What follows belongs to an exercise in optimizing a design on an open flow for small area, a short achievable clock period and few clock cycles; a production flow would make more cautious choices. Only simulation tests tie the RTL to the original design; equivalence was not proved. Power figures rest on the tool's default switching activity, not on a simulated workload.

===== flow/run.sh =====
#!/bin/bash
# synth_recipe.tcl (not shown) runs the flow's synth.tcl, then flattens the netlist and writes it again
# the make line also repeats each setting of config.mk as NAME=value (left out here)
make -C /OpenROAD-flow-scripts/flow DESIGN_CONFIG=/design/flow/config.mk WORK_HOME=/design/flow/orfs CLKGATE_MAP_FILE= SYNTH_SCRIPT=/design/flow/synth_recipe.tcl finish

===== flow/config.mk =====
export PLATFORM = sky130hd
export DESIGN_NAME = delta_codec
export DESIGN_NICKNAME = delta_codec
export VERILOG_FILES = /design/flow/design.v
export SDC_FILE = /design/flow/constraint.sdc
export NUM_CORES = 4
export LEC_CHECK = 0
export ABC_AREA = 1
export CAP_MARGIN = 20
export CORE_MARGIN = 2
export CORE_UTILIZATION = 65
export SETUP_SLACK_MARGIN = 2.2
export SLEW_MARGIN = 20

===== flow/constraint.sdc =====
create_clock -name core_clock -period 6.0 [get_ports {clk}]
set_input_delay 1.2000 -clock core_clock [delete_from_list [all_inputs] [get_ports {clk}]]
set_output_delay 1.2000 -clock core_clock [all_outputs]
set_load 0.01 [all_outputs]

===== flow/design.v =====
module delta_ctl (
    input  wire [2:0] c,
    input  wire [1:0] ovf,
    input  wire [1:0] unf,
    input  wire       over,       
    input  wire       under,      
    output reg  [2:0] c_next,
    output reg  [1:0] ovf_next,
    output reg  [1:0] unf_next
);
    always @* begin
        c_next   = c;
        ovf_next = (ovf != 2'd0) ? ovf - 2'd1 : 2'd0;
        unf_next = (unf != 2'd0) ? unf - 2'd1 : 2'd0;
        if (over) begin
            if (ovf == 2'd3) begin
                if (c != 3'd7) c_next = c + 3'd1;
                ovf_next = 2'd0;
                unf_next = 2'd0;
            end else begin
                ovf_next = ovf + 2'd1;
            end
        end else if (under) begin
            if (unf == 2'd3) begin
                if (c != 3'd1) c_next = c - 3'd1;
                ovf_next = 2'd0;
                unf_next = 2'd0;
            end else begin
                unf_next = unf + 2'd1;
            end
        end
    end
endmodule
module delta_enc (
    input  wire       clk,
    input  wire       rst,
    input  wire       in_valid,
    output wire       in_ready,
    input  wire [7:0] in_data,
    input  wire       in_last,
    input  wire [3:0] in_cs,
    output wire       out_valid,
    input  wire       out_ready,
    output wire [7:0] out_data,
    output wire       out_last
);
    reg          v1, first1, last1, open;
    reg  [7:0]   c1, d1;
    reg  [2:0]   c;
    reg  [1:0]   ovf, unf;
    reg          term;    
    reg          fin;     
    reg  [31:0]  acc;
    reg  [5:0]   cnt;     
    reg          ov, ol;
    reg  [7:0]   od;
    reg          rdy;     
    assign out_valid = ov;
    assign out_data  = od;
    assign out_last  = ol;
    assign in_ready  = rdy;
    wire [7:0] lt;
    assign lt[0] = (d1 == 8'd0);
    genvar k;
    generate
        for (k = 1; k < 8; k = k + 1) begin : g_lt
            assign lt[k] = (d1[7:k] == {(8-k){1'b0}}) ||
                           ((d1[7:k] == {(8-k){1'b1}}) && (d1[k-1:0] != {k{1'b0}}));
        end
    endgenerate
    wire fits  = lt[c];                        
    wire [7:0] ltm = {lt[6:0], 1'b0};
    wire under = ltm[c];                       
    wire anchor = first1 && !term;
    wire sent   = !anchor && (term || !fits);
    wire [2:0] ce    = anchor ? 3'd7 : c;
    wire [7:0] sentw = 8'd1 << c;              
    wire [7:0] maskw = ~(8'hFE << c);          
    wire [7:0] low   = anchor ? c1 : (sent ? sentw : (d1 & maskw));
    reg  room;
    wire app        = v1 && !fin && room;
    wire consume    = app && (term || !last1);
    wire in_fire    = in_valid && rdy;
    wire [31:0] ysh = (acc << 1) << ce;
    wire [31:0] y   = {ysh[31:8], ysh[7:0] | low};
    wire [31:0] an  = sent ? {y[23:0], c1} : y;
    wire [2:0] c_upd;
    wire [1:0] ovf_upd, unf_upd;
    delta_ctl u_ctl (
        .c(c), .ovf(ovf), .unf(unf), .over(!fits), .under(under),
        .c_next(c_upd), .ovf_next(ovf_upd), .unf_next(unf_upd)
    );
    wire le8      = (cnt[5:4] == 2'd0) && (!cnt[3] || cnt[2:0] == 3'd0);
    wire ge8      = (cnt[5:3] != 3'd0);
    wire free     = !ov || out_ready;
    wire rd_final = fin && le8;
    wire rd       = free && (fin || ge8);
    wire [38:0] xw = {acc[30:0], 8'd0};
    wire [22:0] s4 = cnt[4] ? xw[38:16] : xw[22:0];
    wire [14:0] s3 = cnt[3] ? s4[22:8] : s4[14:0];
    wire [10:0] s2 = cnt[2] ? s3[14:4] : s3[10:0];
    wire [8:0]  s1 = cnt[1] ? s2[10:2] : s2[8:0];
    wire [7:0]  s0 = cnt[0] ? s1[8:1]  : s1[7:0];
    wire [7:0]  rbyte = cnt[5] ? acc[31:24] : s0;
    wire       rdf    = rd && rd_final;
    wire       up8    = app && sent;
    wire       dn8    = rd && !rd_final;
    wire       inc8   = up8 && !dn8;
    wire       dec8   = dn8 && !up8;
    wire [5:0] x      = app ? cnt + {3'd0, ce} + 6'd1 : cnt;
    wire [2:0] xh_p   = x[5:3] + 3'd1;
    wire [2:0] xh_m   = x[5:3] - 3'd1;
    wire [5:0] cnt_n  = rdf  ? 6'd0 :
                        inc8 ? {xh_p, x[2:0]} :
                        dec8 ? {xh_m, x[2:0]} : x;
    wire v1_n     = in_fire || (v1 && !consume);
    wire last1_n  = in_fire ? in_last : last1;
    wire term_n   = app ? (!term && last1) : term;
    wire fin_n    = (app && term) || (fin && !rdf);
    wire [2:0] cb  = (!open || first1 || c == 3'd7) ? 3'd7 : c + 3'd1;
    wire [5:0] thr = 6'd23 - {3'd0, cb};
    wire room_n    = rdf  ? 1'b1 :
                     inc8 ? (x + 6'd8 <= thr) :
                     dec8 ? (x <= thr + 6'd8) : (x <= thr);
    wire rdy_n     = !v1_n || (!fin_n && room_n && (term_n || !last1_n));
    always @(posedge clk) begin
        if (rst) begin
            v1   <= 1'b0;
            open <= 1'b0;
            term <= 1'b0;
            fin  <= 1'b0;
            cnt  <= 6'd0;
            ov   <= 1'b0;
            rdy  <= 1'b1;
            room <= 1'b1;
        end else begin
            room <= room_n;
            v1   <= v1_n;
            term <= term_n;
            fin  <= fin_n;
            cnt  <= cnt_n;
            rdy  <= rdy_n;
            if (in_fire) begin
                c1     <= in_data;
                d1     <= in_data - c1;
                first1 <= !open;
                last1  <= in_last;
                open   <= !in_last;
                if (!open) begin
                    c   <= in_cs[2:0] - 3'd1;
                    ovf <= 2'd0;
                    unf <= 2'd0;
                end
            end
            if (app) begin
                acc <= an;
                if (!anchor && !term) begin
                    c   <= c_upd;
                    ovf <= ovf_upd;
                    unf <= unf_upd;
                end
            end
            if (rd) begin
                ov <= 1'b1;
                od <= rbyte;
                ol <= rd_final;
            end else if (out_ready) begin
                ov <= 1'b0;
            end
        end
    end
endmodule
module delta_dec (
    input  wire       clk,
    input  wire       rst,
    input  wire       in_valid,
    output wire       in_ready,
    input  wire [7:0] in_data,
    input  wire       in_last,
    input  wire [3:0] in_cs,
    output wire       out_valid,
    input  wire       out_ready,
    output wire [7:0] out_data,
    output wire       out_end
);
    localparam [1:0] DS_IDLE  = 2'd0,   
                     DS_ANCH  = 2'd1,   
                     DS_CODE  = 2'd2,   
                     DS_DRAIN = 2'd3;   
    reg [1:0]    st;
    reg [27:0]   acc;       
    reg [4:0]    cnt;       
    reg [2:0]    c;         
    reg [1:0]    ovf, unf;
    reg          seen_last;
    reg          ov, oe;
    reg [7:0]    od;        
    reg          rdy;       
    assign out_valid = ov;
    assign out_data  = od;
    assign out_end   = oe;
    assign in_ready  = rdy;
    wire [43:0] x  = {acc, 16'd0};
    wire [30:0] s4 = cnt[4] ? {3'd0, x[43:16]} : x[30:0];
    wire [22:0] s3 = cnt[3] ? s4[30:8] : s4[22:0];
    wire [18:0] s2 = cnt[2] ? s3[22:4] : s3[18:0];
    wire [16:0] s1 = cnt[1] ? s2[18:2] : s2[16:0];
    wire [15:0] win = cnt[0] ? s1[16:1] : s1[15:0];
    wire [7:0]  t   = win[15:8];
    wire [7:0] zr;    
    wire [7:0] zr2;   
    assign zr[0]  = 1'b1;
    assign zr2[0] = 1'b1;
    assign zr2[1] = 1'b1;
    genvar j;
    generate
        for (j = 1; j < 8; j = j + 1) begin : g_zr
            assign zr[j] = zr[j-1] & ~t[7-j];
        end
        for (j = 2; j < 8; j = j + 1) begin : g_zr2
            assign zr2[j] = zr2[j-1] & ~t[7-j];
        end
    endgenerate
    wire       anch    = (st == DS_ANCH);
    wire       parsing = (st == DS_ANCH) || (st == DS_CODE);
    wire       is_sent = !anch && t[7] && zr[c];
    wire       under   = (t[7] == t[6]) & ~(t[7] & zr2[c]);
    wire [2:0] k  = ~c;
    wire [14:0] v  = {{7{t[7]}}, t};
    wire [10:0] v2 = k[2] ? v[14:4] : v[10:0];
    wire [8:0]  v1 = k[1] ? v2[10:2] : v2[8:0];
    wire [7:0]  sd = k[0] ? v1[8:1] : v1[7:0];
    wire [10:0] u2 = k[2] ? win[14:4] : win[10:0];
    wire [8:0]  u1 = k[1] ? u2[10:2] : u2[8:0];
    wire [7:0]  raw = k[0] ? u1[8:1] : u1[7:0];
    wire [7:0] recon = od + sd;
    wire [2:0] ce      = anch ? 3'd7 : c;
    wire [5:0] diff    = {1'b0, cnt} - {3'd0, ce} - 6'd1;
    wire       hc      = !diff[5];
    wire       hc8     = !diff[5] && (diff[4:3] != 2'd0);
    wire       have    = is_sent ? hc8 : hc;
    wire       out_free = !ov || out_ready;
    wire       step    = parsing && out_free && have;
    wire       exhaust = parsing && out_free && !have && seen_last;
    wire       term    = step && is_sent && (raw == od);
    wire       ending  = term || exhaust;
    wire       in_fire = in_valid && rdy;
    wire [2:0] c_upd;
    wire [1:0] ovf_upd, unf_upd;
    delta_ctl u_ctl (
        .c(c), .ovf(ovf), .unf(unf), .over(is_sent), .under(under),
        .c_next(c_upd), .ovf_next(ovf_upd), .unf_next(unf_upd)
    );
    wire       dn8    = step && is_sent;
    wire       inc8   = in_fire && !dn8;
    wire       dec8   = dn8 && !in_fire;
    wire [4:0] ya     = cnt;
    wire [4:0] yb     = diff[4:0];
    wire [1:0] ya_p   = ya[4:3] + 2'd1;
    wire [1:0] ya_m   = ya[4:3] - 2'd1;
    wire [1:0] yb_p   = yb[4:3] + 2'd1;
    wire [1:0] yb_m   = yb[4:3] - 2'd1;
    wire [4:0] cnt_na = inc8 ? {ya_p, ya[2:0]} : (dec8 ? {ya_m, ya[2:0]} : ya);
    wire [4:0] cnt_nb = inc8 ? {yb_p, yb[2:0]} : (dec8 ? {yb_m, yb[2:0]} : yb);
    wire [4:0] cnt_n  = step ? cnt_nb : cnt_na;
    wire       lea    = inc8 ? (ya <= 5'd12) : (dec8 ? 1'b1 : (ya <= 5'd20));
    wire       leb    = inc8 ? (yb <= 5'd12) : (dec8 ? 1'b1 : (yb <= 5'd20));
    wire       le20_c = step ? leb : lea;
    reg  [1:0] st_n;
    reg  [4:0] cnt_nx;
    reg        sl_n;
    always @* begin
        st_n   = st;
        cnt_nx = cnt;
        sl_n   = seen_last;
        case (st)
            DS_IDLE: if (in_fire) begin
                st_n   = DS_ANCH;
                cnt_nx = 5'd8;
                sl_n   = in_last;
            end
            DS_DRAIN: if (in_fire && in_last) st_n = DS_IDLE;
            default: begin
                if (ending) begin
                    st_n   = (seen_last || (in_fire && in_last)) ? DS_IDLE : DS_DRAIN;
                    cnt_nx = 5'd0;
                    sl_n   = 1'b0;
                end else begin
                    cnt_nx = cnt_n;
                    if (in_fire) sl_n = in_last;
                    if (step && anch) st_n = DS_CODE;
                end
            end
        endcase
    end
    wire le20_n = !parsing || ending || le20_c;
    wire rdy_n  = (st_n == DS_IDLE) || (st_n == DS_DRAIN) || (!sl_n && le20_n);
    always @(posedge clk) begin
        if (rst) begin
            st        <= DS_IDLE;
            cnt       <= 5'd0;
            seen_last <= 1'b0;
            ov        <= 1'b0;
            rdy       <= 1'b1;
        end else begin
            st        <= st_n;
            cnt       <= cnt_nx;
            seen_last <= sl_n;
            rdy       <= rdy_n;
            if (in_fire)
                acc <= {acc[19:0], in_data};
            if (st == DS_IDLE && in_fire) begin
                c   <= in_cs[2:0] - 3'd1;
                ovf <= 2'd0;
                unf <= 2'd0;
            end
            if (ending) begin
                ov <= 1'b1;
                oe <= 1'b1;
            end else if (step) begin
                ov <= 1'b1;
                oe <= 1'b0;
                if (anch) begin
                    od <= t;
                end else begin
                    od  <= is_sent ? raw : recon;
                    c   <= c_upd;
                    ovf <= ovf_upd;
                    unf <= unf_upd;
                end
            end else if (out_ready) begin
                ov <= 1'b0;
            end
        end
    end
endmodule
module delta_codec (
    input  wire       clk,
    input  wire       rst,
    input  wire       enc_in_valid,
    output wire       enc_in_ready,
    input  wire [7:0] enc_in_data,
    input  wire       enc_in_last,
    input  wire [3:0] enc_in_cs,
    output wire       enc_out_valid,
    input  wire       enc_out_ready,
    output wire [7:0] enc_out_data,
    output wire       enc_out_last,
    input  wire       dec_in_valid,
    output wire       dec_in_ready,
    input  wire [7:0] dec_in_data,
    input  wire       dec_in_last,
    input  wire [3:0] dec_in_cs,
    output wire       dec_out_valid,
    input  wire       dec_out_ready,
    output wire [7:0] dec_out_data,
    output wire       dec_out_end
);
    delta_enc u_enc (
        .clk(clk), .rst(rst),
        .in_valid(enc_in_valid), .in_ready(enc_in_ready), .in_data(enc_in_data),
        .in_last(enc_in_last), .in_cs(enc_in_cs),
        .out_valid(enc_out_valid), .out_ready(enc_out_ready), .out_data(enc_out_data),
        .out_last(enc_out_last)
    );
    delta_dec u_dec (
        .clk(clk), .rst(rst),
        .in_valid(dec_in_valid), .in_ready(dec_in_ready), .in_data(dec_in_data),
        .in_last(dec_in_last), .in_cs(dec_in_cs),
        .out_valid(dec_out_valid), .out_ready(dec_out_ready), .out_data(dec_out_data),
        .out_end(dec_out_end)
    );
endmodule

==> summary.txt, run 1 <==
Setup path
  – CP max stage delay: roughly 350 ps
  – Critical Path AT: 3980 ps
  – Setup CP Type: flop to flop
  – Crit path max fanout: 23
  – CP Launch Type: flop
  – Crit-path most repeated cell: nand2_1
  – Critical Path RT: between 6000 and 7000 ps
  – Slack of the worst reg-to-reg path: 2210 ps
  – Critical-path top delay cell: dfxtp_1
  – Crit end category: flop

Synthesis
  – Syn_area_per_cell: roughly 7 um^2
  – Post-synth ARST share: 0
  – Post-synth top area share: 0.297
  – Yosys warning count: 3
  – Seq/Total Area, Yosys: 0.338
  – Post-Synthesis Cells: 1600
  – Cell area after synthesis: approximately 11000 um^2
  – #FFs+latches synth: approximately 130
  – Prevailing post-synth register cell: edfxtp_1
  – Net Count, Synth: approximately 1700
  – Synth area leaders: edfxtp_1, nand2_1, nand3_1
  – Distinct cells, synth: 58
  – EDFF count, synth: between 100 and 150
  – Post-synth top area cell: edfxtp_1

Timing
  – Final setup violation count: 0
  – Crit path time final: 3790 ps
  – Max Fclk: 0.264 GHz
  – Fin. max-slew vios: 0
  – Fin crit share: 0.632
  – WHS: 465 ps
  – Fin Clk Skew: between 10 and 15 ps
  – Setup TNS: 0 ps
  – Unrepaired setup endpoints after global routing: true
  – Final Hold Viols: 0
  – Slew @ Worst Pin: about 820 ps
  – Slew HR: 0.453
  – Worst setup margin: approximately 2200 ps

Clock network
  – CTS root buffer: clkbuf_16
  – Reg clk slew, reported paths: 60 ps
  – Htree depth: 4
  – # clock sinks: 133
  – CTS tree: built
  – CTS buffer count: 17
  – Clock Path Buffers: 2
  – Worst skew pair latency: between 400 and 500 ps

Finish
  – # diodes: 0
  – Area Overhead vs Synth: 16.0%
  – Most common cell after layout, fill and taps aside: nand2_1
  – Commonest non-fill, non-tap cells in the layout: nand2_1, nand3_1, o21ai_0, inv_1, edfxtp_1
  – Fin nets: 1746
  – Layout cells sized above 1: 0.0960
  – Finished Core Util: 0.776

Global routing
  – Initial antenna violation count: 0
  – Tot GR Track Use: 0.335
  – Total gr overflow: 0
  – Largest net degree at the start of global routing: 50
  – Vias in the first global route: around 10000
  – First-pass GRT wire length: 49000 um

Routing
  – Initial DRT Pass Iterations: 7
  – Drt via density: slightly above 6
  – Total number of vias: between 10000 and 15000
  – Antenna viol nets, final: 0
  – DRT iter0 DRCs: ~1800
  – DRC: 0
  – Total Wirelength: about 32000 um
  – WL per Instance: ~17 um

Pwr
  – IR Drop Worst-Case VDD: between 0.3 and 0.4 mV
  – Total Power: 6.54 mW
  – PwrDens: between 500 and 600 nW/um^2
  – LEAKAGE: around 5.7 nW

Placement
  – Number of port buffers: 51
  – Dpl ws: 1600 ps
  – Hpwl dp: approximately 21000 um
  – Gpl congestion: between 0.9 and 1

Floorplanning
  – Initial Util: 0.669
  – IO Pins: between 50 and 60
  – Core Region: between 15000 and 20000 um^2
  – Die ar.: approximately 18000 um^2
  – Die Span Y: between 100 and 150 um
  – Die X: between 100 and 150 um
  – # rows: between 40 and 50

Job
  – Max_cap viols: 0

Run status
  – Status: finished clean

Worst hold path
  – Min-delay worst type: flop to flop
synth_stat cells, types with 9 or more instances:
cell type and number:
a21oi_1 60, buf_2 12, clkbuf_1 49, dfxtp_1 23, edfxtp_1 110, ha_1 57, inv_1 181, inv_2 9
nand2_1 382, nand3_1 230, nand4_1 11, nor2_1 96, o211ai_1 12, o21ai_0 208, o22ai_1 12, or2_2 10
xor2_1 16
power breakdown:
group	total, mW	switching (mW)	internal [mW]
combinational	3.90	2.48	1.43
sequential	1.50	0.206	1.30
clock	1.13	0.436	0.698
total	6.54	3.12	3.42
per-layer routing:
| layer | vias up | wire (um) | global-route usage |
|---|---|---|---|
| met5 | - | 0 | 0 |
| met3 | 92 | 3660 | 0.0657 |
| met4 | 0 | 768 | 0.102 |
| met1 | 5268 | 13900 | 0.500 |
| met2 | 743 | 13800 | 0.494 |
| li1 | 5565 | - | - |
through the flow:
stage	std cells	cell area, um^2
floorplan	1600	11100
global placement	1815	11700
detailed placement	1815	11700
CTS	1855	12500
global route	1886	12900
finish	1886	12900
sequential cells by signal, indices dropped and copies added (netlist names), 2 cells and up:
signal,cells
u_dec.acc,28
u_dec.c,3
u_dec.cnt,5
u_dec.od,8
u_dec.ovf,2
u_dec.st,2
u_dec.unf,2
u_enc.acc,32
u_enc.c,3
u_enc.c1,8
u_enc.cnt,6
u_enc.d1,8
u_enc.od,8
u_enc.ovf,2
u_enc.unf,2
worst paths after layout:
| check | to | cells after the start | from |
|---|---|---|---|
| setup reg to reg | u_dec.od[7] | 25 | u_dec.cnt[3] |
| setup / recovery | u_dec.od[7] | 25 | u_dec.cnt[3] |
| hold reg to reg | u_dec.acc[26] | 0 | u_dec.acc[18] |
| hold / removal | u_dec.acc[26] | 0 | u_dec.acc[18] |
cell type report:
class | count | area [um^2]
timing repair buffer | 102 | 980
inverter | 197 | 772
multi-input combinational | 1199 | 6480
clock inverter | 15 | 203
fill | 1231 | 3720
tap | 220 | 275
clock buffer | 17 | 425
timing repair inverter | 3 | 17.5
sequential | 133 | 3770
cells by family (layout without fill, tap and decap cells):
group / count (synthesis) / count (layout) / share of synthesized area
and+or+nand+nor: 759 / 759 / 0.298
AOI/OAI and AO/OA: 352 / 352 / 0.177
buffers and inverters: 268 / 334 / 0.0943
DFF: 133 / 133 / 0.338
adders and majority gates: 61 / 61 / 0.0713
xor gates and xnor gates: 23 / 23 / 0.0181
muxes: 4 / 4 / 0.00360
what timing repair did:
item	in CTS	in global routing
endpoints found under the hold margin	0	0
hold buffers	0	0
resized for setup	14	64
setup buffers	6	26
pin swaps	1	15
cloned	2	5
endpoints found under the setup margin	19	30
critical path: cells and delay by family, from the launching register on:
family / cells / cell delay, ps
flops: 1 / 350
fa+ha+maj: 1 / 270
simple gates: 11 / 1190
compound gates: 8 / 1100
buf+inv: 4 / 480
xor+xnor: 1 / 160
Testbench counts, summed over its fixed seeds: cycles 20,445.
==> inputs of run 2 (changes only) <==
--- a/flow/config.mk
+++ b/flow/config.mk
@@ -10,4 +10,4 @@
 export CORE_MARGIN = 2
 export CORE_UTILIZATION = 65
-export SETUP_SLACK_MARGIN = 2.2
+export SETUP_SLACK_MARGIN = 2.35
 export SLEW_MARGIN = 20
==> run 2 against run 1 <==
  * Clock skew is 2.2 ps lower
  * Global-route usage decreased by 0.57 points
  * Synthesized cell count is the same
  * Highest routed layer unchanged
  * Critical endpoint is now u_dec.od[6]
  * Register-to-register slack better by 190 ps
  * Critical path depth down 1
  * Still clean on timing, DRC and antenna
==> summary.txt, run 2 <==
Global routing
  – GR Layer Usage met3: 0.0514 (was 0.0657)
  – Initial antenna violation count: 0 (unchanged)
  – First-pass GRT wire length: 48200 um (was 49000 um)
  – Tot GR Track Use: 0.330 (was 0.335)
  – Total gr overflow: 0 (unchanged)
  – Vias in the first global route: 9684 (was 10000)
  – GR Util met2: 0.492 (was 0.494)
  – Gr busiest metal: met1 (unchanged)
  – Largest net degree at the start of global routing: 50 (unchanged)
  – Met1 Track Usage GR: 0.503 (was 0.500)

Finish
  – Filler instances: 1253 (was 1231)
  – Most common cell after layout, fill and taps aside: nand2_1 (unchanged)
  – Finished Core Util: 0.785 (was 0.776)
  – Max reg flops: 32 (unchanged)
  – Largest registers: u_enc.acc: 32 flops, u_dec.acc: 28 flops (unchanged)
  – Register Area: 3770 um^2 (about the same)
  – # diodes: 0 (unchanged)
  – Layout cells sized above 1: 0.111 (was 0.0960)
  – Largest reg by FF count: u_enc.acc (unchanged)
  – Area Overhead vs Synth: 17.4% (was 16.0%)
  – Commonest non-fill, non-tap cells in the layout: nand2_1, nand3_1, o21ai_0, inv_1, edfxtp_1 (unchanged)
  – Fin nets: 1765 (was 1746)
  – Multi-input logic area: 6560 um^2 (was 6480 um^2)

Pwr
  – LEAKAGE: 5.75 nW (was 5.65 nW)
  – Pint: 3.40 mW (was 3.42 mW)
  – Clock power share: 0.150 (was 0.173)
  – Net Sw Power: 3.13 mW (was 3.12 mW)
  – PwrDens: 500 nW/um^2 (was 506 nW/um^2)
  – Share of total power in combinational logic: 0.623 (was 0.597)
  – IR Drop Worst-Case VDD: 0.418 mV (was 0.396 mV)
  – Reg power frac: 0.227 (was 0.230)
  – Switching part of the total: 0.479 (was 0.477)

Clock network
  – Clock Path Buffers: 2 (unchanged)
  – Worst skew pair latency: 420 ps (was 440 ps)
  – CTS buffer count: 17 (unchanged)
  – CTS tree: built (unchanged)
  – Reg clk slew, reported paths: 70 ps (was 60 ps)
  – CTS root buffer: clkbuf_16 (unchanged)
  – Htree depth: 4 (unchanged)
  – # clock sinks: 133 (unchanged)
  – CTS Hold Bufs: 0 (unchanged)

Setup path
  – Critical Path AT: 3770 ps (was 3980 ps)
  – CP Launch Type: flop (unchanged)
  – CP max stage delay: 390 ps (was 350 ps)
  – Setup CP Type: flop to flop (unchanged)
  – CP bufs+invs: 4 (unchanged)
  – Critical Path, Cell by Cell: buf_12, inv_12, nor2_4, buf_4, nand2_1, nand3_2, nand3_4, nand3_4, nand3_1, nand2_1, nand2_1, nand2_1, nand2_1, o21ai_1, ha_2, inv_1, fa_2, o21ai_2, a21oi_1, o21ai_1, xnor2_1, nand2_1, o211ai_1, o21ai_1
  – CP delay by family, top: simple AND/OR/NAND/NOR gates (unchanged)
  – Crit path max fanout: 17 (was 23)
  – Crit end category: flop (unchanged)
  – Crit-path most repeated cell: nand2_1 (unchanged)
  – Critical Path RT: 6170 ps (was 6180 ps)
  – Critical-path top delay cell: dfxtp_4 (was dfxtp_1)

Placement
  – Number of port buffers: 51 (unchanged)
  – Hpwl dp: 21300 um (was 21200 um)
  – Dpl ws: 1290 ps (was 1600 ps)
  – Gpl congestion: 0.941 (was 0.953)

Synthesis
  – Distinct cells, synth: 58 (unchanged)
  – Syn_area_per_cell: 6.96 um^2 (unchanged)
  – Yosys warning count: 3 (unchanged)
  – #FFs+latches synth: 133 (unchanged)
  – Synth area leaders: edfxtp_1, nand2_1, nand3_1 (unchanged)
  – Post-synth top area cell: edfxtp_1 (unchanged)
  – Post-synth top area share: 0.297 (unchanged)
  – Most common cell in the synthesized netlist: nand2_1 (unchanged)
  – Prevailing post-synth register cell: edfxtp_1 (unchanged)
  – Post-Synthesis Cells: 1600 (unchanged)
  – EDFF count, synth: 110 (unchanged)
  – Post-synth ARST share: 0 (unchanged)
  – Synth cell count leaders: nand2_1, nand3_1, o21ai_0 (unchanged)
  – Seq/Total Area, Yosys: 0.338 (unchanged)
  – Cell area after synthesis: 11100 um^2 (unchanged)
  – Net Count, Synth: 1693 (unchanged)

Timing
  – Fin crit share: 0.600 (was 0.632)
  – Slew HR: 0.415 (was 0.453)
  – Crit path time final: 3600 ps (was 3790 ps)
  – Unrepaired setup endpoints after global routing: true (unchanged)
  – Worst setup margin: 2400 ps (was 2210 ps)
  – Max Fclk: 0.278 GHz (was 0.264 GHz)
  – Setup TNS: 0 ps (unchanged)
  – Fin. max-slew vios: 0 (unchanged)
  – Fin Clk Skew: 10.2 ps (was 12.4 ps)
  – Slew @ Worst Pin: 876 ps (was 820 ps)
  – Final setup violation count: 0 (unchanged)
  – Final Hold Viols: 0 (unchanged)

Routing
  – Drt via density: 6.16 (was 6.19)
  – Total number of vias: 11700 (about the same)
  – Initial DRT Pass Iterations: 8 (was 7)
  – DRC: 0 (unchanged)
  – Total Wirelength: 31600 um (was 32200 um)
  – WL per Instance: 16.6 um (was 17.1 um)
  – DRT iter0 DRCs: 1505 (was 1792)
  – Antenna viol nets, final: 0 (unchanged)

Floorplanning
  – Die ar.: 18200 um^2 (unchanged)
  – Die X: 135 um (unchanged)
  – IO Pins: 54 (unchanged)
  – Initial Util: 0.669 (unchanged)
  – Die Span Y: 135 um (unchanged)
  – # rows: 47 (unchanged)
  – Core Region: 16600 um^2 (unchanged)

Worst hold path
  – Min-delay worst type: flop to flop (unchanged)

Job
  – Max_cap viols: 0 (unchanged)

Run status
  – Status: finished clean (unchanged)
## run 2: final cells by class
class | instances | share of cell area
clock buffer | 18 | 0.0328
timing repair buffer | 122 | 0.0873
inverter | 197 | 0.0585
sequential | 133 | 0.289
timing repair inverter | 2 | 0.00115
multi-input combinational | 1199 | 0.502
tap | 220 | 0.0211
clock inverter | 13 | 0.00862
## run 2: per-stage QoR
| step | total power, mW | instance area [um^2] | cells | hold WS [ps] |
|---|---|---|---|---|
| 5_1_grt | 7.04 | 13100 | 1904 | 466 |
| 3_5_place_dp | 4.87 | 11700 | 1814 | 443 |
| 3_3_place_gp | 4.78 | 11700 | 1814 | 430 |
| 2_1_floorplan | 4.07 | 11100 | 1600 | 426 |
| 4_1_cts | 5.96 | 12500 | 1859 | 459 |
| 6_report | 6.53 | 13100 | 1904 | 457 |
## run 2: power by group through the flow
stage          registers, mW  clock network, mW  logic (mW)
2_1_floorplan           1.42                  0        2.65
3_3_place_gp            1.52                  0        3.26
3_5_place_dp            1.52                  0        3.35
4_1_cts                 1.49              0.976        3.50
5_1_grt                 1.50               1.01        4.53
6_report                1.49              0.978        4.07
## run 2: path summary, 6_finish.rpt
| kind | slack [ps] | startpoint | depth (start not counted) | endpoint |
|---|---|---|---|---|
| max | 2400 | u_dec.cnt[4] | 24 | u_dec.od[6] |
| max reg2reg | 2400 | u_dec.cnt[4] | 24 | u_dec.od[6] |
| min reg2reg | 460 | u_dec.acc[18] | 0 | u_dec.acc[26] |
| min | 460 | u_dec.acc[18] | 0 | u_dec.acc[26] |
## run 2: kinds of logic (layout without fill, tap and decap cells)
kind of cell / count (synthesis) / in the layout / share of synthesized area
mux: 4 / 4 / 0.00360
xor+xnor: 23 / 23 / 0.0181
fa+ha+maj: 61 / 61 / 0.0713
compound gates: 352 / 352 / 0.177
buf+inv: 268 / 352 / 0.0943
flops: 133 / 133 / 0.338
simple gates: 759 / 759 / 0.298
## run 2: routing by layer
metal,routed length [um],part of all wire
met3,3660,0.12
met1,13600,0.43
met4,516,0.016
met2,13800,0.44
met5,0,0
## run 2: what timing repair did
| action | 4_1_cts | 5_1_grt |
|---|---|---|
| endpoints found under the setup margin | 38 | 34 |
| endpoints found under the hold margin | 0 | 0 |
| cloned | 2 | 3 |
| resized for setup | 26 | 70 |
| setup buffers | 12 | 42 |
| pin swaps | 4 | 15 |
==> inputs of run 3 (changes only) <==
--- a/flow/config.mk
+++ b/flow/config.mk
@@ -9,5 +9,6 @@
 export CAP_MARGIN = 20
 export CORE_MARGIN = 2
-export CORE_UTILIZATION = 65
-export SETUP_SLACK_MARGIN = 2.35
+export CORE_UTILIZATION = 40
+export CTS_BUF_LIST = sky130_fd_sc_hd__clkbuf_4 sky130_fd_sc_hd__clkbuf_8
+export SETUP_SLACK_MARGIN = 2.2
 export SLEW_MARGIN = 20
==> run 3 against run 2 <==
  * Still clean
  * Worst setup slack improved by 1.3 ps
  * Register-to-register slack about the same
  * Die area increased by 60%
  * Hold slack about the same
  * Clock power decreased by 9.9%
  * Total power decreased by 4.5%
  * Critical path type unchanged
  * Critical endpoint is now u_dec.c[2]
  * Largest power group unchanged
  * Highest routed layer unchanged
==> summary.txt, run 3 <==
Synthesis
  – Cell area after synthesis: 11100 um^2 (unchanged)
  – Post-synth top area cell: edfxtp_1 (unchanged)
  – Post-synth top area share: 0.297 (unchanged)
  – Synth cell count leaders: nand2_1, nand3_1, o21ai_0 (unchanged)
  – Prevailing post-synth register cell: edfxtp_1 (unchanged)
  – Yosys warning count: 3 (unchanged)
  – Synth area leaders: edfxtp_1, nand2_1, nand3_1 (unchanged)
  – Distinct cells, synth: 58 (unchanged)
  – Post-Synthesis Cells: 1600 (unchanged)
  – #FFs+latches synth: 133 (unchanged)
  – Net Count, Synth: 1693 (unchanged)
  – Most common cell in the synthesized netlist: nand2_1 (unchanged)
  – Seq/Total Area, Yosys: 0.338 (unchanged)
  – EDFF count, synth: 110 (unchanged)
  – Post-synth ARST share: 0 (unchanged)
  – Syn_area_per_cell: 6.96 um^2 (unchanged)

Finish
  – Commonest non-fill, non-tap cells in the layout: nand2_1, nand3_1, o21ai_0, inv_1, edfxtp_1 (unchanged)
  – Area Overhead vs Synth: 16.7% (was 17.4%)
  – Max reg flops: 32 (unchanged)
  – Final cell count without fillers: 2052 (was 1904)
  – Largest reg by FF count: u_enc.acc (unchanged)
  – Most common cell after layout, fill and taps aside: nand2_1 (unchanged)
  – # diodes: 0 (unchanged)
  – Largest registers: u_enc.acc: 32 flops, u_dec.acc: 28 flops (unchanged)
  – Finished Core Util: 0.470 (was 0.785)
  – Fin nets: 1754 (was 1765)
  – Layout cells sized above 1: 0.102 (was 0.111)

Placement
  – Hpwl dp: 22500 um (was 21300 um)
  – Gpl congestion: 0.896 (was 0.941)
  – Post-placement cell count: 1973 (was 1814)
  – Number of port buffers: 51 (unchanged)
  – Dpl ws: 1460 ps (was 1290 ps)

Timing
  – WHS: 457 ps (about the same)
  – Max Fclk: 0.278 GHz (about the same)
  – Unrepaired setup endpoints after global routing: true (unchanged)
  – Crit path time final: 3600 ps (about the same)
  – Final setup violation count: 0 (unchanged)
  – Fin crit share: 0.600 (about the same)
  – Worst setup margin: 2400 ps (about the same)
  – Setup TNS: 0 ps (unchanged)
  – Slew HR: 0.428 (was 0.415)
  – Fin. max-slew vios: 0 (unchanged)
  – Final Hold Viols: 0 (unchanged)
  – Slew @ Worst Pin: 854 ps (was 876 ps)
  – Fin Clk Skew: 18.1 ps (was 10.2 ps)

Routing
  – DRC: 0 (unchanged)
  – DRT iter0 DRCs: 1308 (was 1505)
  – Total Wirelength: 32300 um (was 31600 um)
  – WL per Instance: 15.7 um (was 16.6 um)
  – Drt via density: 5.46 (was 6.16)
  – Initial DRT Pass Iterations: 7 (was 8)
  – Antenna viol nets, final: 0 (unchanged)
  – Total number of vias: 11200 (was 11700)

Floorplanning
  – Die Span Y: 171 um (was 135 um)
  – Initial Util: 0.403 (was 0.669)
  – Die X: 171 um (was 135 um)
  – IO Pins: 54 (unchanged)
  – Core Region: 27600 um^2 (was 16600 um^2)
  – # rows: 61 (was 47)
  – Die ar.: 29200 um^2 (was 18200 um^2)

Clock network
  – Clock Path Buffers: 2 (unchanged)
  – Htree depth: 4 (unchanged)
  – Worst skew pair latency: 460 ps (was 420 ps)
  – Reg clk slew, reported paths: 90 ps (was 70 ps)
  – CTS tree: built (unchanged)
  – CTS root buffer: clkbuf_8 (was clkbuf_16)
  – CTS Hold Bufs: 0 (unchanged)
  – # clock sinks: 133 (unchanged)
  – CTS buffer count: 17 (unchanged)

Setup path
  – Crit end category: flop (unchanged)
  – Critical Path RT: 6140 ps (was 6170 ps)
  – CP Launch Type: flop (unchanged)
  – Crit path max fanout: 11 (was 17)
  – Critical Path AT: 3740 ps (was 3770 ps)
  – Setup CP Type: flop to flop (unchanged)

Pwr
  – IR Drop Worst-Case VDD: 0.205 mV (was 0.418 mV)
  – LEAKAGE: 5.61 nW (was 5.75 nW)
  – PwrDens: 480 nW/um^2 (was 500 nW/um^2)

Global routing
  – Total gr overflow: 0 (unchanged)
  – Vias in the first global route: 9794 (was 9684)
  – Tot GR Track Use: 0.217 (was 0.330)
  – First-pass GRT wire length: 50700 um (was 48200 um)
  – Largest net degree at the start of global routing: 50 (unchanged)
  – Initial antenna violation count: 0 (unchanged)

Job
  – Max_cap viols: 0 (unchanged)

Worst hold path
  – Min-delay worst type: flop to flop (unchanged)

Run status
  – Status: finished clean (unchanged)
## run 3: worst paths after layout
path | start | endpoint | slack [ps] | depth (start not counted)
worst min-delay path | u_dec.acc[17] | u_dec.acc[25] | 460 | 0
worst max register to register | u_dec.c[1] | u_dec.c[2] | 2400 | 14
worst min register to register | u_dec.acc[17] | u_dec.acc[25] | 460 | 0
worst max-delay path | u_dec.c[1] | u_dec.c[2] | 2400 | 14
## run 3: worst max-delay path: stages, from the launching register on
cell	delay, ps
edfxtp_1	610
nor2_1	280
ha_1	270
a21o_1	160
a21oi_1	270
xor2_2	340
ha_1	250
nand3_1	150
nand2_1	110
nand3_2	150
nand2_4	180
inv_2	80
nand3_4	120
inv_4	80
a31oi_2	230
## run 3: through the flow
step	instance area, um^2	power [mW]
3_3_place_gp	11900	4.87
3_5_place_dp	11900	4.92
2_1_floorplan	11100	4.07
4_1_cts	12500	5.89
6_report	13000	6.24
5_1_grt	13000	6.81
## run 3: cell type report
class,count,area (um^2)
Multi-Input combinational cell,1199,6470
Sequential cell,133,3770
Fill cell,2892,14600
Timing Repair inverter,5,35.0
Timing Repair Buffer,108,1020
Tap cell,378,473
Clock buffer,20,269
Inverter,197,772
Clock inverter,12,175
## run 3: logic make-up (layout without fill, tap and decap cells)
logic type,count (synthesis),count (layout),synth area share
muxes,4,4,0.00360
buffers and inverters,268,342,0.0943
xor gates and xnor gates,23,23,0.0181
DFF,133,133,0.338
adders and majority gates,61,61,0.0713
AOI/OAI and AO/OA,352,352,0.177
and+or+nand+nor,759,759,0.298
## run 3: repair_timing
item | 4_1_cts | 5_1_grt
gates cloned | 4 | 4
gates resized for setup | 22 | 58
endpoints found under the setup margin | 23 | 36
setup buffers | 6 | 33
pin swaps | 2 | 13
## run 3: power by group
| group | leakage, nW | internal (mW) | total (mW) | switching, mW |
|---|---|---|---|---|
| clock | 0.219 | 0.481 | 0.881 | 0.400 |
| combinational | 4.17 | 1.43 | 3.88 | 2.45 |
| sequential | 1.22 | 1.30 | 1.48 | 0.183 |
| total | 5.61 | 3.21 | 6.24 | 3.03 |
## run 3: routing by layer
| layer | part of all wire | up-vias | global-route usage |
|---|---|---|---|
| met4 | 0.016 | 0 | 0.0586 |
| li1 | - | 5567 | - |
| met5 | 0 | - | 0 |
| met2 | 0.43 | 432 | 0.320 |
| met3 | 0.063 | 41 | 0.0259 |
| met1 | 0.49 | 5170 | 0.332 |
==> inputs of run 4 (changes only) <==
--- a/flow/config.mk
+++ b/flow/config.mk
@@ -7,8 +7,8 @@
 export LEC_CHECK = 0
 export ABC_AREA = 1
-export CAP_MARGIN = 20
+export CAP_MARGIN = 5
 export CORE_MARGIN = 2
 export CORE_UTILIZATION = 40
 export CTS_BUF_LIST = sky130_fd_sc_hd__clkbuf_4 sky130_fd_sc_hd__clkbuf_8
 export SETUP_SLACK_MARGIN = 2.2
-export SLEW_MARGIN = 20
+export SLEW_MARGIN = 5
==> run 4 against run 3 <==
  * Still clean on timing, DRC and antenna
  * Count of clock-buffer cells in the layout stayed put
  * Core utilization stayed put
  * Register-to-register slack hardly changed
  * Non-clock buffer count stayed put
  * Synthesized cell count stayed put
  * Worst setup slack stayed put
  * Sequential share of layout area stayed put
  * Area after synthesis stayed put
  * Die area stayed put
  * Final area stayed put
  * Critical path type unchanged
  * Largest cell class unchanged
==> summary.txt, run 4 <==
Floorplanning
  – Die Span Y: 171 um (unchanged)
  – Initial Util: 0.403 (unchanged)
  – IO Pins: 54 (unchanged)
  – Die X: 171 um (unchanged)
  – # rows: 61 (unchanged)
  – Die ar.: 29200 um^2 (unchanged)
  – Core Region: 27600 um^2 (unchanged)

Finish
  – Commonest non-fill, non-tap cells in the layout: nand2_1, nand3_1, o21ai_0, inv_1, edfxtp_1 (unchanged)
  – Layout cells sized above 1: 0.102 (unchanged)
  – Filler instances: 2892 (unchanged)
  – Cell area after layout: 13000 um^2 (unchanged)
  – Area Overhead vs Synth: 16.7% (unchanged)
  – Largest registers: u_enc.acc: 32 flops, u_dec.acc: 28 flops (unchanged)
  – Max reg flops: 32 (unchanged)
  – Fin nets: 1754 (unchanged)
  – Final cell count without fillers: 2052 (unchanged)
  – # diodes: 0 (unchanged)
  – Largest reg by FF count: u_enc.acc (unchanged)
  – Most common cell after layout, fill and taps aside: nand2_1 (unchanged)

Routing
  – Antenna viol nets, final: 0 (unchanged)
  – Total Wirelength: 32300 um (unchanged)
  – Initial DRT Pass Iterations: 7 (unchanged)
  – WL per Instance: 15.7 um (unchanged)
  – DRT iter0 DRCs: 1308 (unchanged)
  – DRC: 0 (unchanged)
  – Total number of vias: 11200 (unchanged)
  – Drt via density: 5.46 (unchanged)

Global routing
  – Largest net degree at the start of global routing: 50 (unchanged)
  – Tot GR Track Use: 0.217 (unchanged)
  – Total gr overflow: 0 (unchanged)
  – Vias in the first global route: 9794 (unchanged)
  – First-pass GRT wire length: 50700 um (unchanged)
  – Initial antenna violation count: 0 (unchanged)

Synthesis
  – EDFF count, synth: 110 (unchanged)
  – Post-Synthesis Cells: 1600 (unchanged)
  – Seq/Total Area, Yosys: 0.338 (unchanged)
  – Synth cell count leaders: nand2_1, nand3_1, o21ai_0 (unchanged)
  – Distinct cells, synth: 58 (unchanged)
  – Post-synth top area share: 0.297 (unchanged)
  – Cell area after synthesis: 11100 um^2 (unchanged)
  – Synth area leaders: edfxtp_1, nand2_1, nand3_1 (unchanged)
  – Net Count, Synth: 1693 (unchanged)
  – Syn_area_per_cell: 6.96 um^2 (unchanged)
  – Yosys warning count: 3 (unchanged)
  – #FFs+latches synth: 133 (unchanged)
  – Most common cell in the synthesized netlist: nand2_1 (unchanged)
  – Post-synth ARST share: 0 (unchanged)
  – Prevailing post-synth register cell: edfxtp_1 (unchanged)
  – Post-synth top area cell: edfxtp_1 (unchanged)

Setup path
  – CP Launch Type: flop (unchanged)
  – Reg-to-Reg Start: u_dec.c[1] (unchanged)
  – Critical-path top delay cell: edfxtp_1 (unchanged)
  – Crit-path most repeated cell: ha_1 (unchanged)
  – Crit path max fanout: 11 (unchanged)
  – Critical Path AT: 3740 ps (about the same)
  – Worst R2R Path Depth: 14 (unchanged)
  – CP bufs+invs: 2 (unchanged)
  – Setup CP Type: flop to flop (unchanged)
  – Slack of the worst reg-to-reg path: 2400 ps (about the same)
  – CP delay by family, top: simple AND/OR/NAND/NOR gates (unchanged)
  – Critical Path, Cell by Cell: nor2_1, ha_1, a21o_1, a21oi_1, xor2_2, ha_1, nand3_1, nand2_1, nand3_2, nand2_4, inv_2, nand3_4, inv_4, a31oi_2 (unchanged)
  – Worst reg2reg endpoint: u_dec.c[2] (unchanged)
  – Crit end category: flop (unchanged)
  – Critical Path RT: 6140 ps (about the same)
  – CP max stage delay: 610 ps (about the same)

Timing
  – Fin. max-slew vios: 0 (unchanged)
  – Final setup violation count: 0 (unchanged)
  – Unrepaired setup endpoints after global routing: true (unchanged)
  – Max Fclk: 0.278 GHz (unchanged)
  – Slew HR: 0.428 (unchanged)
  – Setup TNS: 0 ps (unchanged)
  – Fin Clk Skew: 18.1 ps (unchanged)
  – Final Hold Viols: 0 (unchanged)
  – Slew @ Worst Pin: 854 ps (unchanged)
  – Crit path time final: 3600 ps (unchanged)
  – Fin crit share: 0.600 (unchanged)

Pwr
  – Total Power: 6.24 mW (unchanged)
  – IR Drop Worst-Case VDD: 0.205 mV (unchanged)
  – LEAKAGE: 5.61 nW (unchanged)
  – PwrDens: 480 nW/um^2 (unchanged)

Worst hold path
  – Hold Path Sink: u_dec.acc[25] (unchanged)
  – Cell count of the worst hold path: 0 (unchanged)
  – Min-delay src: u_dec.acc[17] (unchanged)
  – Min-delay worst type: flop to flop (unchanged)

Clock network
  – Reg clk slew, reported paths: 90 ps (about the same)
  – CTS tree: built (unchanged)
  – Worst skew pair latency: 460 ps (about the same)
  – Htree depth: 4 (unchanged)
  – Clock Path Buffers: 2 (unchanged)
  – CTS root buffer: clkbuf_8 (unchanged)
  – CTS buffer count: 17 (unchanged)
  – # clock sinks: 133 (unchanged)

Run status
  – Status: finished clean (unchanged)

Placement
  – Instance area at placement: 11900 um^2 (unchanged)
  – Gpl congestion: 0.896 (unchanged)
  – Number of port buffers: 51 (unchanged)
  – Post-placement cell count: 1973 (unchanged)
  – Hpwl dp: 22500 um (unchanged)

Job
  – Max_cap viols: 0 (unchanged)
==> run 4: what timing repair did <==
action                                  in CTS  in global routing
gates resized for setup                     22                 58
endpoints found under the setup margin      23                 36
buffers inserted                             6                 33
cloned                                       4                  4
pin swaps                                    2                 13
hold buffers                                 0                  0
==> run 4: final cells by class <==
type / count / area [um^2] / share of cell area
multi-input cells: 1199 / 6470 / 0.498
flip-flops and latches: 133 / 3770 / 0.291
repair buffers: 108 / 1020 / 0.0787
inverters: 197 / 772 / 0.0594
well taps: 378 / 473 / 0.0364
clock buffers: 20 / 269 / 0.0207
clock inverters: 12 / 175 / 0.0135
repair inverters: 5 / 35.0 / 0.00270
==> run 4: worst register-to-register path, cell delays in order, from the launching register on <==
cell and delay (ps):
edfxtp_1 610, nor2_1 290, ha_1 270, a21o_1 160
a21oi_1 270, xor2_2 340, ha_1 250, nand3_1 150
nand2_1 110, nand3_2 150, nand2_4 180, inv_2 80
nand3_4 120, inv_4 80, a31oi_2 230
==> run 4: cells by family after synthesis <==
kind of cell | Yosys count | synth area share
AND/OR/NAND/NOR | 759 | 0.298
XOR/XNOR | 23 | 0.0181
flip-flops | 133 | 0.338
multiplexers | 4 | 0.00360
AO/OA/AOI/OAI | 352 | 0.177
adder cells (fa/ha/maj) | 61 | 0.0713
buffers and inverters | 268 | 0.0943
==> run 4: stage by stage <==
| step | hold WS, ps | util | setup slack, ps |
|---|---|---|---|
| 3_5_place_dp | 442 | 0.432 | 1460 |
| 3_3_place_gp | 434 | 0.432 | 1550 |
| 4_1_cts | 460 | 0.453 | 2080 |
| 6_report | 457 | 0.470 | 2400 |
| 2_1_floorplan | 426 | - | 2300 |
| 5_1_grt | 471 | 0.470 | 2140 |
==> run 4: worst max path at each step <==
stage                 start           to  slack (ps)  cells after the start
2_1_floorplan    u_dec.c[0]  u_dec.od[0]        2300                     15
3_3_place_gp   u_dec.cnt[2]  u_dec.od[7]        1550                     24
3_5_place_dp   u_dec.cnt[2]  u_dec.od[7]        1460                     24
4_1_cts        u_dec.cnt[3]  u_dec.od[7]        2080                     25
5_1_grt        u_dec.cnt[3]  u_dec.od[7]        2140                     25
6_report         u_dec.c[1]   u_dec.c[2]        2400                     14
==> run 4: layer usage <==
layer	vias up	GRT usage	wire, um
li1	5567	-	-
met4	0	0.0586	529
met3	41	0.0259	2040
met1	5170	0.332	16000
met2	432	0.320	13800
met5	-	0	0
==> run 4: power by group <==
| group | total, mW | leakage (nW) | internal, mW | switching (mW) |
|---|---|---|---|---|
| clock network | 0.881 | 0.219 | 0.481 | 0.400 |
| registers | 1.48 | 1.22 | 1.30 | 0.183 |
| logic | 3.88 | 4.17 | 1.43 | 2.45 |
| total | 6.24 | 5.61 | 3.21 | 3.03 |
==> inputs of run 5 (changes only) <==
--- a/flow/config.mk
+++ b/flow/config.mk
@@ -7,8 +7,8 @@
 export LEC_CHECK = 0
 export ABC_AREA = 1
-export CAP_MARGIN = 5
+export CAP_MARGIN = 20
 export CORE_MARGIN = 2
 export CORE_UTILIZATION = 40
 export CTS_BUF_LIST = sky130_fd_sc_hd__clkbuf_4 sky130_fd_sc_hd__clkbuf_8
-export SETUP_SLACK_MARGIN = 2.2
-export SLEW_MARGIN = 5
+export SETUP_SLACK_MARGIN = 2.35
+export SLEW_MARGIN = 20
==> run 5 against run 4 <==
  * Largest cell class unchanged
  * Critical path depth rose by 7
  * Largest power group unchanged
  * Total power is 1.8% higher
  * Highest routed layer unchanged
  * Core utilization is 1.2 points higher
  * Critical path type unchanged
==> summary.txt, run 5 <==
Floorplanning
  – Die X: 171 um (unchanged)
  – # rows: 61 (unchanged)
  – Die ar.: 29200 um^2 (unchanged)
  – IO Pins: 54 (unchanged)
  – Core Region: 27600 um^2 (unchanged)
  – Die Span Y: 171 um (unchanged)
  – Initial Util: 0.403 (unchanged)

Clock network
  – CTS tree: built (unchanged)
  – Htree depth: 4 (unchanged)
  – Worst skew pair latency: 470 ps (was 460 ps)
  – CTS buffer count: 17 (unchanged)
  – CTS Hold Bufs: 0 (unchanged)
  – Reg clk slew, reported paths: 90 ps (about the same)
  – CTS root buffer: clkbuf_8 (unchanged)
  – Clock Path Buffers: 2 (unchanged)
  – # clock sinks: 133 (unchanged)

Routing
  – WL per Instance: 16.2 um (was 15.7 um)
  – Total number of vias: 11300 (was 11200)
  – Drt via density: 5.48 (was 5.46)
  – Total Wirelength: 33500 um (was 32300 um)
  – Antenna viol nets, final: 0 (unchanged)
  – DRC: 0 (unchanged)
  – DRT iter0 DRCs: 1341 (was 1308)
  – Initial DRT Pass Iterations: 6 (was 7)

Timing
  – Final setup violation count: 0 (unchanged)
  – Crit path time final: 3500 ps (was 3600 ps)
  – Fin Clk Skew: 14.8 ps (was 18.1 ps)
  – Fin crit share: 0.584 (was 0.600)
  – Unrepaired setup endpoints after global routing: true (unchanged)
  – Slew @ Worst Pin: 832 ps (was 854 ps)
  – Setup TNS: 0 ps (unchanged)
  – Fin. max-slew vios: 0 (unchanged)
  – Max Fclk: 0.286 GHz (was 0.278 GHz)
  – Slew HR: 0.445 (was 0.428)
  – Final Hold Viols: 0 (unchanged)

Synthesis
  – Most common cell in the synthesized netlist: nand2_1 (unchanged)
  – Synth area leaders: edfxtp_1, nand2_1, nand3_1 (unchanged)
  – Net Count, Synth: 1693 (unchanged)
  – Prevailing post-synth register cell: edfxtp_1 (unchanged)
  – #FFs+latches synth: 133 (unchanged)
  – Yosys warning count: 3 (unchanged)
  – Post-synth ARST share: 0 (unchanged)
  – Post-Synthesis Cells: 1600 (unchanged)
  – Post-synth top area share: 0.297 (unchanged)
  – Syn_area_per_cell: 6.96 um^2 (unchanged)
  – Distinct cells, synth: 58 (unchanged)
  – Cell area after synthesis: 11100 um^2 (unchanged)
  – EDFF count, synth: 110 (unchanged)
  – Seq/Total Area, Yosys: 0.338 (unchanged)
  – Post-synth top area cell: edfxtp_1 (unchanged)
  – Synth cell count leaders: nand2_1, nand3_1, o21ai_0 (unchanged)

Finish
  – Filler instances: 2819 (was 2892)
  – Area Overhead vs Synth: 19.6% (was 16.7%)
  – Final cell count without fillers: 2064 (was 2052)
  – Fin nets: 1766 (was 1754)
  – Largest reg by FF count: u_enc.acc (unchanged)
  – Layout cells sized above 1: 0.142 (was 0.102)
  – Largest registers: u_enc.acc: 32 flops, u_dec.acc: 28 flops (unchanged)
  – Cell area after layout: 13300 um^2 (was 13000 um^2)
  – # diodes: 0 (unchanged)
  – Max reg flops: 32 (unchanged)
  – Most common cell after layout, fill and taps aside: nand2_1 (unchanged)
  – Commonest non-fill, non-tap cells in the layout: nand2_1, nand3_1, o21ai_0, inv_1, edfxtp_1 (unchanged)

Placement
  – Hpwl dp: 22600 um (was 22500 um)
  – Gpl congestion: 0.896 (about the same)
  – Instance area at placement: 11900 um^2 (about the same)
  – Number of port buffers: 51 (unchanged)
  – Post-placement cell count: 1970 (was 1973)

Global routing
  – Tot GR Track Use: 0.224 (was 0.217)
  – Initial antenna violation count: 0 (unchanged)
  – First-pass GRT wire length: 52100 um (was 50700 um)
  – Vias in the first global route: 10000 (was 9794)
  – Total gr overflow: 0 (unchanged)
  – Largest net degree at the start of global routing: 50 (unchanged)

Setup path
  – Critical Path RT: 6220 ps (was 6140 ps)
  – Setup CP Type: flop to flop (unchanged)
  – Crit end category: flop (unchanged)
  – Crit-path most repeated cell: o21ai_2 (was ha_1)
  – Crit path max fanout: 17 (was 11)
  – CP Launch Type: flop (unchanged)
  – Critical-path top delay cell: dfxtp_4 (was edfxtp_1)
  – CP max stage delay: 410 ps (was 610 ps)
  – Critical Path AT: 3720 ps (was 3740 ps)
  – Slack of the worst reg-to-reg path: 2500 ps (was 2400 ps)
  – CP delay by family, top: compound AO/OA/AOI/OAI gates (was simple AND/OR/NAND/NOR gates)
  – CP bufs+invs: 3 (was 2)
  – Critical Path, Cell by Cell: buf_12, inv_16, nor2_4, nand2_2, nand3_2, nand3_2, nand3_2, nand2_2, o21ai_2, o21ai_2, o21ai_2, ha_2, inv_1, fa_2, o21ai_2, a21oi_2, o21ai_2, xnor2_1, nand2_1, o211ai_1, o21ai_1 (was nor2_1, ha_1, a21o_1, a21oi_1, xor2_2, ha_1, nand3_1, nand2_1, nand3_2, nand2_4, inv_2, nand3_4, inv_4, a31oi_2)

Worst hold path
  – Min-delay worst type: flop to flop (unchanged)

Job
  – Max_cap viols: 0 (unchanged)

Run status
  – Status: finished clean (unchanged)

Pwr
  – LEAKAGE: 5.74 nW (was 5.61 nW)
  – IR Drop Worst-Case VDD: 0.189 mV (was 0.205 mV)
  – PwrDens: 477 nW/um^2 (was 480 nW/um^2)
[run 5: cell counts after synthesis]
No cell type changed its count.
[run 5: layout make-up]
type | count | area, um^2 | share of cell area
sequential | 133 | 3780 | 0.284
clock inverter | 14 | 106 | 0.00798
timing repair inverter | 3 | 17.5 | 0.00132
inverter | 197 | 776 | 0.0582
clock buffer | 18 | 241 | 0.0181
multi-input combinational | 1200 | 6800 | 0.511
timing repair buffer | 121 | 1130 | 0.0846
tap | 378 | 473 | 0.0355
[run 5: logic make-up (layout without fill, tap and decap cells)]
| kind of cell | after synthesis | in the layout | synth area share |
|---|---|---|---|
| simple gates | 759 | 760 | 0.298 |
| compound gates | 352 | 352 | 0.177 |
| buf+inv | 268 | 353 | 0.0943 |
| flops | 133 | 133 | 0.338 |
| fa+ha+maj | 61 | 61 | 0.0713 |
| xor+xnor | 23 | 23 | 0.0181 |
| mux | 4 | 4 | 0.00360 |
[run 5: final timing paths]
check,endpoint,startpoint,cells after the start
max,u_dec.od[6],u_dec.cnt[4],21
min,u_dec.acc[26],u_dec.acc[18],0
max reg2reg,u_dec.od[6],u_dec.cnt[4],21
min reg2reg,u_dec.acc[26],u_dec.acc[18],0
[run 5: where the power goes]
part           total, mW  switching [mW]  internal [mW]
Sequential          1.49           0.196           1.30
Combinational       4.15            2.58           1.56
Clock              0.709           0.416          0.293
[run 5: metrics by stage]
stage	setup slack, ps	power [mW]	hold WS, ps	utilization
after floorplan	2480	4.07	426	-
after global placement	1230	4.86	432	0.431
after detailed placement	1160	4.91	443	0.431
after CTS	2350	5.82	461	0.454
after global routing	2280	6.93	474	0.482
final	2500	6.35	459	0.482
[run 5: timing repair]
item	4_1_cts	5_1_grt
cloned	3	6
buffers inserted	18	35
pin swaps	6	41
resized for setup	36	117
setup endpoints to repair	59	43
[run 5: metal layers]
metal,up-vias,track usage,routed length [um],share of wire
met5,-,0,0,0
met1,5229,0.346,16400,0.49
li1,5605,-,-,-
met3,46,0.0301,2290,0.068
met4,0,0.0615,565,0.017
met2,430,0.324,14200,0.42
==> inputs of run 6 (changes only) <==
--- a/flow/config.mk
+++ b/flow/config.mk
@@ -11,4 +11,4 @@
 export CORE_UTILIZATION = 40
 export CTS_BUF_LIST = sky130_fd_sc_hd__clkbuf_4 sky130_fd_sc_hd__clkbuf_8
-export SETUP_SLACK_MARGIN = 2.35
+export SETUP_SLACK_MARGIN = 2.5
 export SLEW_MARGIN = 20
==> run 6 against run 5 <==
  * Still clean on timing, DRC and antenna
  * Final cell count increased by 0.44%
  * Critical path depth increased by 1
  * Core utilization increased by 1.5 points
  * Largest cell class unchanged
  * Largest power group unchanged
==> summary.txt, run 6 <==
Run status
  – Status: finished clean (unchanged)

Timing
  – Max Fclk: 0.285 GHz (was 0.286 GHz)
  – Slew @ Worst Pin: 805 ps (was 832 ps)
  – Crit path time final: 3500 ps (about the same)
  – Fin Clk Skew: 21.7 ps (was 14.8 ps)
  – Final setup violation count: 0 (unchanged)
  – Setup TNS: 0 ps (unchanged)
  – WHS: 456 ps (was 459 ps)
  – Fin crit share: 0.584 (about the same)
  – Worst setup margin: 2500 ps (about the same)
  – Slew HR: 0.463 (was 0.445)
  – Unrepaired setup endpoints after global routing: true (unchanged)
  – Fin. max-slew vios: 0 (unchanged)
  – Final Hold Viols: 0 (unchanged)

Synthesis
  – Synth cell count leaders: nand2_1, nand3_1, o21ai_0 (unchanged)
  – Cell area after synthesis: 11100 um^2 (unchanged)
  – #FFs+latches synth: 133 (unchanged)
  – Syn_area_per_cell: 6.96 um^2 (unchanged)
  – Prevailing post-synth register cell: edfxtp_1 (unchanged)
  – Post-synthesis adder-cell area fraction: 0.0713 (unchanged)
  – Yosys warning count: 3 (unchanged)
  – Synth area leaders: edfxtp_1, nand2_1, nand3_1 (unchanged)
  – Post-synth ARST share: 0 (unchanged)
  – Seq/Total Area, Yosys: 0.338 (unchanged)
  – Synth Area in Compound Gates: 0.177 (unchanged)
  – Most common cell in the synthesized netlist: nand2_1 (unchanged)
  – EDFF count, synth: 110 (unchanged)
  – Largest family of logic cells by synthesized area: simple AND/OR/NAND/NOR gates (unchanged)
  – Post-synth top area cell: edfxtp_1 (unchanged)
  – Post-Synth XOR/XNOR Area: 0.0181 (unchanged)
  – Distinct cells, synth: 58 (unchanged)
  – Mux contribution to synthesized area: 0.00360 (unchanged)
  – Area share of and/or/nand/nor cells after synthesis: 0.298 (unchanged)
  – Net Count, Synth: 1693 (unchanged)
  – Post-synth top area share: 0.297 (unchanged)
  – Post-Synthesis Cells: 1600 (unchanged)

Job
  – Max_cap viols: 0 (unchanged)

Placement
  – Gpl congestion: 0.916 (was 0.896)
  – Instance area at placement: 11900 um^2 (about the same)
  – Number of port buffers: 51 (unchanged)
  – Dpl ws: 1420 ps (was 1160 ps)
  – Post-placement cell count: 1971 (was 1970)
  – Hpwl dp: 22700 um (was 22600 um)

Routing
  – Antenna viol nets, final: 0 (unchanged)
  – DRC: 0 (unchanged)
  – Drt via density: 5.50 (was 5.48)
  – Total number of vias: 11400 (was 11300)
  – DRT iter0 DRCs: 1215 (was 1341)
  – WL per Instance: 16.5 um (was 16.2 um)
  – Total Wirelength: 34300 um (was 33500 um)
  – Initial DRT Pass Iterations: 6 (unchanged)

Finish
  – Largest registers: u_enc.acc: 32 flops, u_dec.acc: 28 flops (unchanged)
  – # diodes: 0 (unchanged)
  – Layout cells sized above 1: 0.167 (was 0.142)
  – Fin nets: 1775 (was 1766)
  – Multi-input logic area: 7010 um^2 (was 6800 um^2)
  – Cell area after layout: 13700 um^2 (was 13300 um^2)
  – Commonest non-fill, non-tap cells in the layout: nand2_1, o21ai_0, nand3_1, inv_1, edfxtp_1 (was nand2_1, nand3_1, o21ai_0, inv_1, edfxtp_1)
  – Most common cell after layout, fill and taps aside: nand2_1 (unchanged)
  – Max reg flops: 32 (unchanged)
  – Largest reg by FF count: u_enc.acc (unchanged)
  – Final cell count without fillers: 2073 (was 2064)
  – Area Overhead vs Synth: 23.3% (was 19.6%)
  – Register Area: 3780 um^2 (about the same)
  – Filler instances: 2801 (was 2819)

Global routing
  – Vias in the first global route: 10100 (was 10000)
  – Largest net degree at the start of global routing: 50 (unchanged)
  – Total gr overflow: 0 (unchanged)
  – First-pass GRT wire length: 52300 um (was 52100 um)
  – Initial antenna violation count: 0 (unchanged)
  – Tot GR Track Use: 0.225 (was 0.224)

Pwr
  – IR Drop Worst-Case VDD: 0.187 mV (was 0.189 mV)
  – LEAKAGE: 5.87 nW (was 5.74 nW)
  – PwrDens: 485 nW/um^2 (was 477 nW/um^2)
  – Reg power frac: 0.223 (was 0.235)
  – Net Sw Power: 3.33 mW (was 3.20 mW)
  – Pint: 3.32 mW (was 3.15 mW)
  – Share of total power in combinational logic: 0.660 (was 0.653)
  – Switching part of the total: 0.501 (was 0.503)
  – Clock power share: 0.117 (was 0.112)

Clock network
  – Reg clk slew, reported paths: 80 ps (was 90 ps)
  – Htree depth: 4 (unchanged)
  – Worst skew pair latency: 480 ps (was 470 ps)
  – Clock Path Buffers: 2 (unchanged)
  – CTS root buffer: clkbuf_8 (unchanged)
  – # clock sinks: 133 (unchanged)
  – CTS tree: built (unchanged)
  – CTS buffer count: 17 (unchanged)

Setup path
  – Critical Path AT: 3660 ps (was 3720 ps)
  – Setup CP Type: flop to flop (unchanged)
  – Critical Path RT: 6160 ps (was 6220 ps)
  – CP Launch Type: flop (unchanged)
  – Crit end category: flop (unchanged)
  – Crit path max fanout: 17 (unchanged)

Floorplanning
  – IO Pins: 54 (unchanged)
  – Die Span Y: 171 um (unchanged)
  – Initial Util: 0.403 (unchanged)
  – Die X: 171 um (unchanged)
  – Core Region: 27600 um^2 (unchanged)
  – Die ar.: 29200 um^2 (unchanged)
  – # rows: 61 (unchanged)

Worst hold path
  – Min-delay worst type: flop to flop (unchanged)
run 6: cell counts after synthesis:
Identical to the previous run, type by type.
run 6: repair_timing:
item	in CTS	in global routing
buffers inserted	19	41
pin swaps	6	43
gates cloned	4	6
hold endpoints to repair	0	0
resized for setup	51	162
setup endpoints to repair	62	51
hold buffers	0	0
run 6: worst paths after layout:
path	from	endpoint	slack, ps	depth (start not counted)
worst max-delay path	u_dec.cnt[4]	u_dec.c[2]	2500	22
worst min-delay path	u_dec.acc[16]	u_dec.acc[24]	460	0
worst min register to register	u_dec.acc[16]	u_dec.acc[24]	460	0
worst max register to register	u_dec.cnt[4]	u_dec.c[2]	2500	22
run 6: metrics by stage:
stage / total power, mW / utilization
finish: 6.65 / 0.497
global route: 7.23 / 0.497
global placement: 4.86 / 0.431
floorplan: 4.07 / -
CTS: 5.95 / 0.458
detailed placement: 4.91 / 0.431
run 6: worst max-delay path, cell delays in order (launching register included):
cell	delay [ps]
dfxtp_4	380
buf_12	150
clkinv_16	90
nor2_4	240
buf_6	170
nand2_1	80
nand3_1	100
nand3_1	160
nand3_2	140
nand3_1	110
nand3_1	160
nand3_2	110
nand2_1	100
nand2_1	50
nand2_1	70
nand3_1	120
nor2_4	180
nand3_4	160
nand2_8	140
inv_2	70
nand3_4	130
inv_4	90
a31oi_4	180
run 6: cell type report:
type | count | share of cell area
Multi-Input combinational cell | 1200 | 0.510
Sequential cell | 133 | 0.275
Timing Repair Buffer | 130 | 0.0932
Inverter | 197 | 0.0580
Tap cell | 378 | 0.0345
Clock buffer | 17 | 0.0170
Clock inverter | 15 | 0.0105
Timing Repair inverter | 3 | 0.00146
run 6: power groups by stage:
stage / clock (mW) / sequential, mW / combinational [mW]
3_3_place_gp: 0 / 1.53 / 3.33
2_1_floorplan: 0 / 1.42 / 2.65
4_1_cts: 0.793 / 1.48 / 3.68
5_1_grt: 0.829 / 1.51 / 4.89
3_5_place_dp: 0 / 1.53 / 3.38
6_report: 0.779 / 1.49 / 4.39
run 6: kinds of logic after synthesis:
logic type | Yosys count
AOI/OAI and AO/OA | 352
xor gates and xnor gates | 23
DFF | 133
and+or+nand+nor | 759
buffers and inverters | 268
muxes | 4
adders and majority gates | 61
run 6: metal layers:
| metal | up-vias | track usage | part of all wire |
|---|---|---|---|
| li1 | 5627 | - | - |
| met5 | - | 0 | 0 |
| met4 | 0 | 0.0601 | 0.019 |
| met3 | 51 | 0.0324 | 0.066 |
| met1 | 5282 | 0.342 | 0.48 |
| met2 | 436 | 0.331 | 0.44 |

## what the ideal ports hide
In the flow no input, the clock included, has a driving cell. The finished layouts below were timed again as built, in two steps. Step 1, drivers: a clkbuf_16 drives clk and a buf_2 each remaining input, both assumed. Step 2 adds t to the input delays and takes it off the output delays; t is the mean of the earliest and latest rising clock arrival at the registers after step 1. Input paths then give back, and output paths get back, about the clock's delay inside the block. a / b / c = ideal / step 1 / step 2; a / b = the first two.
| run | t (ns) | setup WS [ns] | cell pins on the clock port's net |
|---|---|---|---|
| run 1 | 0.477 | 2.205 / 2.205 / 2.205 | 1 |
| run 2 | 0.464 | 2.400 / 2.400 / 2.400 | 1 |
| run 3 | 0.493 | 2.401 / 2.401 / 2.401 | 1 |
| run 4 | 0.493 | 2.401 / 2.401 / 2.401 | 1 |
| run 5 | 0.510 | 2.498 / 2.498 / 2.498 | 1 |
| run 6 | 0.509 | 2.496 / 2.496 / 2.496 | 1 |
After both steps every run listed still meets setup and hold.
